Source: an optimization exercise on an open RTL-to-GDS flow (aim: small area, a short achievable clock period and few clock cycles per item). Production flows keep margins and buffers that such runs may drop.
Power and IR drop assume default switching activity.

==> xenon <==
==> flow/design.v <==
module gsc_preds (
    input  wire [63:0] w,
    output wire [6:0]  p
);
    wire [7:0] rz, ro;    
    wire [7:0] cz, co;    
    genvar j;
    generate
        for (j = 0; j < 8; j = j + 1) begin : g_rc
            wire [7:0] col = {w[56+j], w[48+j], w[40+j], w[32+j],
                              w[24+j], w[16+j], w[8+j],  w[j]};
            assign rz[j] = ~|w[8*j +: 8];
            assign ro[j] =  &w[8*j +: 8];
            assign cz[j] = ~|col;
            assign co[j] =  &col;
        end
    endgenerate
    function automatic one8(input [7:0] v);
        reg [3:0] a2, m2;
        reg [1:0] a4, m4;
        integer k;
        begin
            for (k = 0; k < 4; k = k + 1) begin
                a2[k] = v[2*k] | v[2*k+1];
                m2[k] = v[2*k] & v[2*k+1];
            end
            for (k = 0; k < 2; k = k + 1) begin
                a4[k] = a2[2*k] | a2[2*k+1];
                m4[k] = m2[2*k] | m2[2*k+1] | (a2[2*k] & a2[2*k+1]);
            end
            one8 = (a4[0] ^ a4[1]) & ~m4[0] & ~m4[1];
        end
    endfunction
    wire rep = &(cz | co);
    assign p[0] = rep & rz[0];
    assign p[1] = rep & ro[0];
    assign p[2] = rep;
    assign p[3] = one8(~rz) & one8(~cz);
    assign p[4] = (&rz[7:1] & ~w[7])  | (&ro[7:1] & w[7]);
    assign p[5] = (&rz[7:2] & ~w[15]) | (&ro[7:2] & w[15]);
    assign p[6] = (&rz[7:4] & ~w[31]) | (&ro[7:4] & w[31]);
endmodule
module gsc_classify (
    input  wire [63:0] w,
    input  wire [63:0] h0,
    input  wire [63:0] h1,
    input  wire [63:0] h2,
    input  wire [63:0] h3,
    output wire [55:0] pm
);
    wire [63:0] d [0:14];
    wire [63:0] p01, p23;
    assign d[0] = w;
    gsc_xor64 u_x1  (.a(w),    .b(h0),  .y(d[1]));     
    gsc_xor64 u_x2  (.a(w),    .b(h1),  .y(d[2]));     
    gsc_xor64 u_x3  (.a(w),    .b(h2),  .y(d[3]));     
    gsc_xor64 u_x4  (.a(w),    .b(h3),  .y(d[4]));     
    gsc_xor64 u_p01 (.a(h0),   .b(h1),  .y(p01));
    gsc_xor64 u_p23 (.a(h2),   .b(h3),  .y(p23));
    gsc_xor64 u_x5  (.a(d[1]), .b(h1),  .y(d[5]));     
    gsc_xor64 u_x6  (.a(d[1]), .b(h2),  .y(d[6]));     
    gsc_xor64 u_x7  (.a(d[4]), .b(h0),  .y(d[7]));     
    gsc_xor64 u_x8  (.a(d[3]), .b(h1),  .y(d[8]));     
    gsc_xor64 u_x9  (.a(d[2]), .b(h3),  .y(d[9]));     
    gsc_xor64 u_x10 (.a(d[3]), .b(h3),  .y(d[10]));    
    gsc_xor64 u_x11 (.a(d[3]), .b(p01), .y(d[11]));    
    gsc_xor64 u_x12 (.a(d[4]), .b(p01), .y(d[12]));    
    gsc_xor64 u_x13 (.a(d[1]), .b(p23), .y(d[13]));    
    gsc_xor64 u_x14 (.a(d[2]), .b(p23), .y(d[14]));    
    wire [6:0] p [0:14];
    genvar g;
    generate
        for (g = 0; g < 15; g = g + 1) begin : g_pred
            gsc_preds u_preds (.w(d[g]), .p(p[g]));
        end
    endgenerate
    assign pm[ 6: 0] = p[0];
    assign pm[13: 7] = p[1]  | p[2];
    assign pm[20:14] = p[3]  | p[4];
    assign pm[27:21] = p[5]  | p[6];
    assign pm[34:28] = p[7]  | p[8];
    assign pm[41:35] = p[9]  | p[10];
    assign pm[48:42] = p[11] | p[12];
    assign pm[55:49] = p[13] | p[14];
endmodule
module gsc_xor64 (
    input  wire [63:0] a,
    input  wire [63:0] b,
    output wire [63:0] y
);
    assign y = a ^ b;
endmodule
module gsc_rdmux (
    input  wire [3:0]  pick,
    input  wire        set,
    input  wire [63:0] e0,
    input  wire [63:0] e1,
    input  wire [63:0] e2,
    input  wire [63:0] e3,
    output wire [63:0] y
);
    assign y = ({64{pick[0]}} & e0) | ({64{pick[1]}} & e1) |
               ({64{pick[2]}} & e2) | ({64{pick[3]}} & e3) | {64{set}};
endmodule
module gsc_select (
    input  wire [55:0] pm,
    output reg  [4:0]  id,
    output reg  [6:0]  cost
);
    wire [6:0] lv0 = pm[6:0];
    wire [6:0] lv1 = pm[13:7]  | pm[20:14];
    wire [6:0] lv2 = pm[27:21] | pm[34:28] | pm[41:35];
    wire [6:0] lv3 = pm[48:42] | pm[55:49];
    wire [27:0] match;
    genvar g;
    generate
        for (g = 0; g < 7; g = g + 1) begin : g_match
            assign match[4*g + 0] = lv0[g];
            assign match[4*g + 1] = lv1[g];
            assign match[4*g + 2] = lv2[g];
            assign match[4*g + 3] = lv3[g];
        end
    endgenerate
    localparam [139:0] CAT_IDS = {
        5'd27, 5'd26, 5'd25, 5'd24, 5'd23, 5'd22, 5'd21, 5'd20,
        5'd19, 5'd11, 5'd18, 5'd15, 5'd10, 5'd17, 5'd14, 5'd9,
        5'd13, 5'd16, 5'd8,  5'd7,  5'd12, 5'd3,  5'd6,  5'd2,
        5'd5,  5'd1,  5'd4,  5'd0 };
    localparam [48:0] DATA_SIZE = {
        7'd35, 7'd19, 7'd11, 7'd9, 7'd11, 7'd3, 7'd2 };
    integer c;
    reg [4:0] pid;
    always @(*) begin
        id   = 5'd31;
        cost = 7'd65;
        for (c = 27; c >= 0; c = c - 1) begin
            pid = CAT_IDS[5*c +: 5];
            if (match[pid]) begin
                id   = pid;
                cost = DATA_SIZE[7*pid[4:2] +: 7] + {4'd0, pid[1:0], 1'b0};
            end
        end
    end
endmodule
module gsc_compressor (
    input  wire        clk,
    input  wire        rst,         
    input  wire        in_valid,
    output wire        in_ready,
    input  wire [1:0]  in_sid,
    input  wire [63:0] in_word,
    output reg         out_valid,
    output reg  [4:0]  out_id,      
    output reg  [6:0]  out_cost,
    output reg         out_last,    
    output reg  [10:0] out_total    
);
    assign in_ready = 1'b1;
    reg [63:0] win [0:15];          
    reg [1:0]  ptr [0:3];           
    reg [3:0]  full;                
    reg        v1;
    reg [63:0] w1;
    reg [3:0]  sel1;                
    always @(posedge clk) begin
        v1   <= in_valid && !rst;
        w1   <= in_word;
        sel1 <= 4'b0001 << in_sid;
    end
    wire [3:0] vld [0:3];
    wire [15:0] we;                 
    genvar gs, gk;
    generate
        for (gs = 0; gs < 4; gs = gs + 1) begin : g_st
            assign vld[gs] = {4{full[gs]}} |
                             {1'b0, &ptr[gs], ptr[gs][1], |ptr[gs]};
            for (gk = 0; gk < 4; gk = gk + 1) begin : g_we
                assign we[4*gs + gk] = v1 && sel1[gs] && ptr[gs] == gk;
            end
            always @(posedge clk) begin
                if (rst) begin
                    ptr[gs]  <= 2'd0;
                    full[gs] <= 1'b0;
                end else if (v1 && sel1[gs]) begin
                    ptr[gs] <= ptr[gs] + 2'd1;
                    if (&ptr[gs])
                        full[gs] <= 1'b1;
                end
            end
        end
        for (gs = 0; gs < 16; gs = gs + 1) begin : g_w
            always @(posedge clk)
                if (we[gs])
                    win[gs] <= w1;
        end
    endgenerate
    wire [63:0] h [0:3];
    generate
        for (gk = 0; gk < 4; gk = gk + 1) begin : g_rd
            wire [3:0] pick = sel1 & {vld[3][gk], vld[2][gk], vld[1][gk], vld[0][gk]};
            gsc_rdmux u_rd (
                .pick(pick), .set(gk == 0 ? ~|pick : 1'b0),
                .e0(win[gk]), .e1(win[4 + gk]), .e2(win[8 + gk]), .e3(win[12 + gk]),
                .y(h[gk])
            );
        end
    endgenerate
    reg        v2;
    reg [63:0] w2;
    reg [63:0] h2 [0:3];
    always @(posedge clk) begin
        v2    <= v1 && !rst;
        w2    <= w1;
        h2[0] <= h[0];
        h2[1] <= h[1];
        h2[2] <= h[2];
        h2[3] <= h[3];
    end
    wire [55:0] pm2;
    gsc_classify u_classify (
        .w(w2), .h0(h2[0]), .h1(h2[1]), .h2(h2[2]), .h3(h2[3]), .pm(pm2)
    );
    reg        v3;
    reg [55:0] pm3;
    always @(posedge clk) begin
        v3  <= v2 && !rst;
        pm3 <= pm2;
    end
    wire [4:0] sel_id;
    wire [6:0] sel_cost;
    gsc_select u_select (.pm(pm3), .id(sel_id), .cost(sel_cost));
    reg  [3:0]  word_cnt;
    wire [10:0] sum = (word_cnt == 4'd0 ? 11'd0 : out_total) + {4'd0, sel_cost};
    always @(posedge clk) begin
        if (rst) begin
            out_valid <= 1'b0;
            word_cnt  <= 4'd0;
        end else begin
            out_valid <= v3;
            if (v3)
                word_cnt <= word_cnt + 4'd1;
        end
    end
    always @(posedge clk) begin
        out_id   <= sel_id;
        out_cost <= sel_cost;
        out_last <= (word_cnt == 4'd15);
        if (v3)
            out_total <= sum;
    end
endmodule
==> flow/flow/run.sh <==
#!/bin/bash
set -euo pipefail
MARGIN=6.7
CTS="-sink_clustering_enable -repair_clock_nets -dont_use_dummy_load -sink_clustering_size 20 -sink_clustering_max_diameter 100"
PORTS="-buffer_cell sky130_fd_sc_hd__buf_2"
bash standard.sh SETUP_SLACK_MARGIN=$MARGIN "CTS_ARGS=$CTS" "BUFFER_PORTS_ARGS=$PORTS" finish > standard_finish.log 2>&1
==> flow/standard.sh <==
#!/bin/bash
# synth_recipe.tcl (not shown) runs the flow's synth.tcl, then flattens the netlist and writes it again
# the make line also repeats each setting of config.mk as NAME=value (left out here)
make -C /OpenROAD-flow-scripts/flow DESIGN_CONFIG=/design/flow/config.mk WORK_HOME=/design/flow/orfs CLKGATE_MAP_FILE= SYNTH_SCRIPT=/design/flow/synth_recipe.tcl "${@:-finish}"
==> flow/config.mk <==
export PLATFORM = sky130hd
export DESIGN_NAME = gsc_compressor
export DESIGN_NICKNAME = gsc_compressor
export VERILOG_FILES = /design/flow/design.v
export SDC_FILE = /design/flow/constraint.sdc
export NUM_CORES = 8
export LEC_CHECK = 0
export CAP_MARGIN = 20
export CORE_MARGIN = 2
export CORE_UTILIZATION = 50
export PLACE_DENSITY = 0.65
export SLEW_MARGIN = 20
export SYNTH_HIERARCHICAL = 1
==> flow/constraint.sdc <==
create_clock -name core_clock -period 10.0 [get_ports {clk}]
set_input_delay 2.0000 -clock core_clock [delete_from_list [all_inputs] [get_ports {clk}]]
set_output_delay 2.0000 -clock core_clock [all_outputs]
set_load 0.01 [all_outputs]
==> sierra: changes against xenon <==
--- a/flow/design.v
+++ b/flow/design.v
@@ -158,2 +158,3 @@
     assign in_ready = 1'b1;
+    wire accept = in_valid && !rst;
     reg [63:0] win [0:15];          
@@ -161,12 +162,4 @@
     reg [3:0]  full;                
-    reg        v1;
-    reg [63:0] w1;
-    reg [3:0]  sel1;                
-    always @(posedge clk) begin
-        v1   <= in_valid && !rst;
-        w1   <= in_word;
-        sel1 <= 4'b0001 << in_sid;
-    end
+    wire [3:0] sel = 4'b0001 << in_sid;    
     wire [3:0] vld [0:3];
-    wire [15:0] we;                 
     genvar gs, gk;
@@ -176,5 +169,2 @@
                              {1'b0, &ptr[gs], ptr[gs][1], |ptr[gs]};
-            for (gk = 0; gk < 4; gk = gk + 1) begin : g_we
-                assign we[4*gs + gk] = v1 && sel1[gs] && ptr[gs] == gk;
-            end
             always @(posedge clk) begin
@@ -183,3 +173,3 @@
                     full[gs] <= 1'b0;
-                end else if (v1 && sel1[gs]) begin
+                end else if (in_valid && sel[gs]) begin
                     ptr[gs] <= ptr[gs] + 2'd1;
@@ -189,7 +179,7 @@
             end
-        end
-        for (gs = 0; gs < 16; gs = gs + 1) begin : g_w
-            always @(posedge clk)
-                if (we[gs])
-                    win[gs] <= w1;
+            for (gk = 0; gk < 4; gk = gk + 1) begin : g_w
+                always @(posedge clk)
+                    if (accept && sel[gs] && ptr[gs] == gk)
+                        win[4*gs + gk] <= in_word;
+            end
         end
@@ -199,3 +189,3 @@
         for (gk = 0; gk < 4; gk = gk + 1) begin : g_rd
-            wire [3:0] pick = sel1 & {vld[3][gk], vld[2][gk], vld[1][gk], vld[0][gk]};
+            wire [3:0] pick = sel & {vld[3][gk], vld[2][gk], vld[1][gk], vld[0][gk]};
             gsc_rdmux u_rd (
@@ -207,22 +197,22 @@
     endgenerate
+    reg        v1;
+    reg [63:0] w1;
+    reg [63:0] h1 [0:3];
+    always @(posedge clk) begin
+        v1    <= accept;
+        w1    <= in_word;
+        h1[0] <= h[0];
+        h1[1] <= h[1];
+        h1[2] <= h[2];
+        h1[3] <= h[3];
+    end
+    wire [55:0] pm1;
+    gsc_classify u_classify (
+        .w(w1), .h0(h1[0]), .h1(h1[1]), .h2(h1[2]), .h3(h1[3]), .pm(pm1)
+    );
     reg        v2;
-    reg [63:0] w2;
-    reg [63:0] h2 [0:3];
-    always @(posedge clk) begin
-        v2    <= v1 && !rst;
-        w2    <= w1;
-        h2[0] <= h[0];
-        h2[1] <= h[1];
-        h2[2] <= h[2];
-        h2[3] <= h[3];
-    end
-    wire [55:0] pm2;
-    gsc_classify u_classify (
-        .w(w2), .h0(h2[0]), .h1(h2[1]), .h2(h2[2]), .h3(h2[3]), .pm(pm2)
-    );
-    reg        v3;
-    reg [55:0] pm3;
-    always @(posedge clk) begin
-        v3  <= v2 && !rst;
-        pm3 <= pm2;
+    reg [55:0] pm2;
+    always @(posedge clk) begin
+        v2  <= v1 && !rst;
+        pm2 <= pm1;
     end
@@ -230,3 +220,3 @@
     wire [6:0] sel_cost;
-    gsc_select u_select (.pm(pm3), .id(sel_id), .cost(sel_cost));
+    gsc_select u_select (.pm(pm2), .id(sel_id), .cost(sel_cost));
     reg  [3:0]  word_cnt;
@@ -238,4 +228,4 @@
         end else begin
-            out_valid <= v3;
-            if (v3)
+            out_valid <= v2;
+            if (v2)
                 word_cnt <= word_cnt + 4'd1;
@@ -247,3 +237,3 @@
         out_last <= (word_cnt == 4'd15);
-        if (v3)
+        if (v2)
             out_total <= sum;
--- a/flow/config.mk
+++ b/flow/config.mk
@@ -7,3 +7,3 @@
 export LEC_CHECK = 0
-export CAP_MARGIN = 20
+export CAP_MARGIN = 30
 export CORE_MARGIN = 2
@@ -11,3 +11,3 @@
 export PLACE_DENSITY = 0.65
-export SLEW_MARGIN = 20
+export SLEW_MARGIN = 30
 export SYNTH_HIERARCHICAL = 1
==> pepper: changes against xenon <==
--- a/flow/config.mk
+++ b/flow/config.mk
@@ -7,7 +7,7 @@
 export LEC_CHECK = 0
-export CAP_MARGIN = 20
+export CAP_MARGIN = 30
 export CORE_MARGIN = 2
-export CORE_UTILIZATION = 50
-export PLACE_DENSITY = 0.65
-export SLEW_MARGIN = 20
+export CORE_UTILIZATION = 45
+export PLACE_DENSITY = 0.6
+export SLEW_MARGIN = 30
 export SYNTH_HIERARCHICAL = 1
==> results by group <==
Power
  • Power Density: 168.3 mW/mm^2
  • Seq pwr share: a little over half

Clocking
  • Setup Fix Bufs, Post-CTS: 36

Route
  • Total Routed Length: 352600 um
  • Met2 routed WL: between 100000 and 150000 um
  • Vias/cell: roughly 7.1

Cells and area
  • Fraction of area in multi-input gates: 39.58%
  • Inverter count: 24

Yosys
  • Synth cell count leaders: 1035 x edfxtp_1, 1029 x xor2_1, 515 x nand2_1
  • Syn Area/Cell: 12.25 um^2
  • #FFs+latches synth: 1512

Outcome
  • Outcome: no timing/DRC/antenna violations

STA
  • Final worst slack: around 6.5 ns

Global route
  • Vias in the first global route: 51320
# the run above: pepper

==> results by group <==
Cells and area
  • Fraction of area in multi-input gates: between 30% and 40%

Yosys
  • Syn Area/Cell: 12.25 um^2
  • Synth cell count leaders: 1035 x edfxtp_1, 1029 x xor2_1, 515 x nand2_1
  • #FFs+latches synth: between 1500 and 2000

Route
  • Met2 routed WL: 132600 um
  • DR iter-0 viols: 11850
  • Vias/cell: 7.504
  • Total Routed Length: between 300000 and 400000 um

Clocking
  • Setup Fix Bufs, Post-CTS: 20

Power
  • Power Density: about 170 mW/mm^2
  • Seq pwr share: a little over half

Outcome
  • Outcome: no timing/DRC/antenna violations

Worst setup path
  • Crit path DAT: 4.15 ns

Global route
  • Vias in the first global route: 51990
# the run above: xenon

==> results by group <==
Outcome
  • Outcome: no timing/DRC/antenna violations

Route
  • Vias/cell: around 7.4
  • Total Routed Length: ~320000 um

Yosys
  • Syn Area/Cell: 12.17 um^2
  • Synth cell count leaders: 1035 x edfxtp_1, 1027 x xor2_1, 516 x nand2_1
  • #FFs+latches synth: around 1400

Clocking
  • Setup Fix Bufs, Post-CTS: 15

STA
  • Final worst slack: between 6 and 7 ns

Power
  • Seq pwr share: approximately 54%
# the run above: sierra

No functional check of the RTL was part of any run of this note.

-- what the ideal ports hide --
No port has a modelled driver above. Below, the same layouts with a new extraction and two added sets of constraints.
Step 1 sets driving cells, clkbuf_16 on the clock port and buf_2 on the other inputs (assumed; they add their load-dependent delay and slew).
Step 2 moves the port delays by t, midway between the first and last clock arrival at a register: inputs arrive t later, outputs are due t later. That takes back most of the time a late clock gives input paths.
Three values: no drivers, after step 1, after step 2; two values: the first two.
run | t (ns) | setup slack, ns | clock arrival spread, ns
xenon | 0.804 | 6.490 / 6.490 / 6.490 | 0.120 / 0.120
sierra | 0.804 | 6.348 / 6.348 / 5.893 | 0.094 / 0.093
pepper | 0.805 | 6.484 / 6.484 / 6.484 | 0.120 / 0.121
After both steps setup and hold are still met in every run listed. For sierra, which loses most, drivers alone change the setup slack by 0.000 ns; drivers and shift together by -0.455 ns.
